This is an optimization exercise on Yosys and OpenROAD, whose aim is small area, a short achievable clock period and few clock cycles per item, not a production implementation.
Function was checked by simulation only, so behaviour that the tests miss may differ from the original.
Power is estimated from default activity; no workload was simulated.

// b2bdu_idct_g
module b2bdu_idct_g (
    input  wire        clk,
    input  wire        rst,         
    input  wire        in_valid,
    output wire        in_ready,
    input  wire [31:0] in_coef,     
    input  wire [7:0]  in_dst,      
    input  wire        in_add,      
    output wire        out_valid,
    input  wire        out_ready,
    output wire [7:0]  out_pix,     
    output wire [1:0]  out_err      
);
Size in the first run: roughly 110000 um2 of cells after synthesis.
Settings: LEC_CHECK=0, CAP_MARGIN=20, CORE_MARGIN=2, CORE_UTILIZATION=40, PLACE_DENSITY=0.6, SLEW_MARGIN=20, BUFFER_PORTS_ARGS=-buffer_cell sky130_fd_sc_hd__buf_4, SETUP_SLACK_MARGIN=9.3; clock period 13.0 ns.
standard.sh (not shown) runs the stock make flow with config.mk's settings and CLKGATE_MAP_FILE= SYNTH_SCRIPT=/design/flow/synth_recipe.tcl, a recipe that flattens the netlist after the stock synthesis.
==> flow/flow/run.sh <==
#!/bin/bash
# Layout flow: the standard flow (standard.sh: unchanged synthesis, steps
# and constraints), with two settings added to its config.mk:
#  - the buffers that placement puts on the input and output ports are
#    sky130_fd_sc_hd__buf_4 (every port still gets its buffer);
#  - timing repair aims for setup slack >= 9.3 ns at the 13 ns clock, so that
#    it works on the paths that set the period the design achieves.
set -o pipefail
echo 'export BUFFER_PORTS_ARGS = -buffer_cell sky130_fd_sc_hd__buf_4' >> config.mk
echo 'export SETUP_SLACK_MARGIN = 9.3' >> config.mk
bash standard.sh > standard.log 2>&1
The starting point finished clean.
Testbench counts at the start, summed over its fixed seeds: cycles 22,328, blocks 320.
Edit:
--- a/flow/design.v
+++ b/flow/design.v
@@ -377,13 +377,11 @@
             b1full  <= 1'b0;
             s1_col  <= 1'b0; s1_row <= 1'b0;
             s2_col  <= 1'b0; s2_row <= 1'b0;
             s3_col  <= 1'b0; s3_row <= 1'b0;
             s4_col  <= 1'b0; s4_row <= 1'b0;
             s5_col  <= 1'b0; s5_row <= 1'b0;
             ri      <= 3'd0;
             ov      <= 1'b0;
-            opix    <= 8'd0;
-            oerr    <= 2'd0;
         end
     end
 endmodule
What happened:
- routed wire length is lower slightly
- fmax is lower slightly
- critical path depth stays the same
- first-iteration DRC count is lower by a few percent
- clock skew is about the same
- clock power is higher by a few percent
- power is higher by a few percent
- flip-flop and latch count is unchanged
- combinational power is higher by about a fifth
- cell area hardly moves
- utilization hardly moves
- setup slack is worse by 73 ps
- count of clock-buffer cells in the layout is higher by 32
Testbench counts after the change, summed over its fixed seeds: cycles 22,328, blocks 320.

Another version of the RTL of b2bdu_idct_g (not shown whole).
Size in the first run: ~8500 cells after synthesis, ~2300 flip-flops, roughly 57 I/O pins.
==> flow/config.mk <==
export PLATFORM = sky130hd
export DESIGN_NAME = b2bdu_idct_g
export DESIGN_NICKNAME = b2bdu_idct_g
export VERILOG_FILES = /design/flow/design.v
export SDC_FILE = /design/flow/constraint.sdc
export NUM_CORES = 4
export LEC_CHECK = 0
export CAP_MARGIN = 20
export CORE_MARGIN = 2
export CORE_UTILIZATION = 40
export PLACE_DENSITY = 0.6
export SLEW_MARGIN = 20
export BUFFER_PORTS_ARGS = -buffer_cell sky130_fd_sc_hd__buf_4
export SETUP_SLACK_MARGIN = 9.3
==> flow/constraint.sdc <==
create_clock -name core_clock -period 13.0 [get_ports {clk}]
set_input_delay 2.6000 -clock core_clock [delete_from_list [all_inputs] [get_ports {clk}]]
set_output_delay 2.6000 -clock core_clock [all_outputs]
set_load 0.01 [all_outputs]
Scripts as last shown in full above: flow/flow/run.sh
Testbench counts at the start, summed over its fixed seeds: cycles 22,000, blocks 320.
Edit:
--- a/flow/design.v
+++ b/flow/design.v
@@ -347,11 +347,9 @@
             s1_col  <= 1'b0; s1_row <= 1'b0;
             s2_col  <= 1'b0; s2_row <= 1'b0;
             s3_col  <= 1'b0; s3_row <= 1'b0;
             s4_col  <= 1'b0; s4_row <= 1'b0;
             ri      <= 3'd0;
             ov      <= 1'b0;
-            opix    <= 8'd0;
-            oerr    <= 2'd0;
         end
     end
 endmodule
Outcome:
- hold slack gets better by 0.0064 ns
- sequential power rose slightly
- final cell count fell slightly
- final area fell slightly
- area after synthesis is about the same
- utilization fell by 0.26 points
- count of clock-buffer cells in the layout fell by 18
- critical path depth fell by 16
Testbench counts after the change, summed over its fixed seeds: cycles 22,000, blocks 320.

## port drivers added, routing unchanged
The flow's constraints put no driver on any port. The routed layouts listed below were extracted and timed again, unchanged, in two steps.
Step 1: set_driving_cell puts a clkbuf_16 on clk and a buf_2 on each other input, an assumption about the parent block.
Step 2 adds t to the input delays and takes it off the output delays; t is the mean of the earliest and latest rising clock arrival at the registers after step 1. Input paths then give back, and output paths get back, about the clock's delay inside the block.
Slacks: ideal ports / drivers / drivers and shift; pairs: ideal ports / drivers.
run	t, ns	slack for setup (ns)	hold WS [ns]	worst register clock-pin slew, ns	worst data-port slew with drivers (ns)
the first run of note 1	0.922	9.107 / 9.015 / 8.657	0.312 / 0.312 / 0.312	0.07 / 0.07	0.08
the second run of note 1	0.938	9.034 / 8.939 / 8.576	0.300 / 0.300 / 0.300	0.07 / 0.07	0.21
the first run of note 2	0.988	8.987 / 8.933 / 8.807	0.327 / 0.327 / 0.327	0.07 / 0.07	0.08
the second run of note 2	1.001	8.855 / 8.753 / 8.587	0.334 / 0.334 / 0.334	0.07 / 0.07	0.09
After both steps every run listed still meets setup and hold. For the second run of note 1, which loses most, drivers alone change the setup slack by -0.095 ns; drivers and shift together by -0.458 ns.
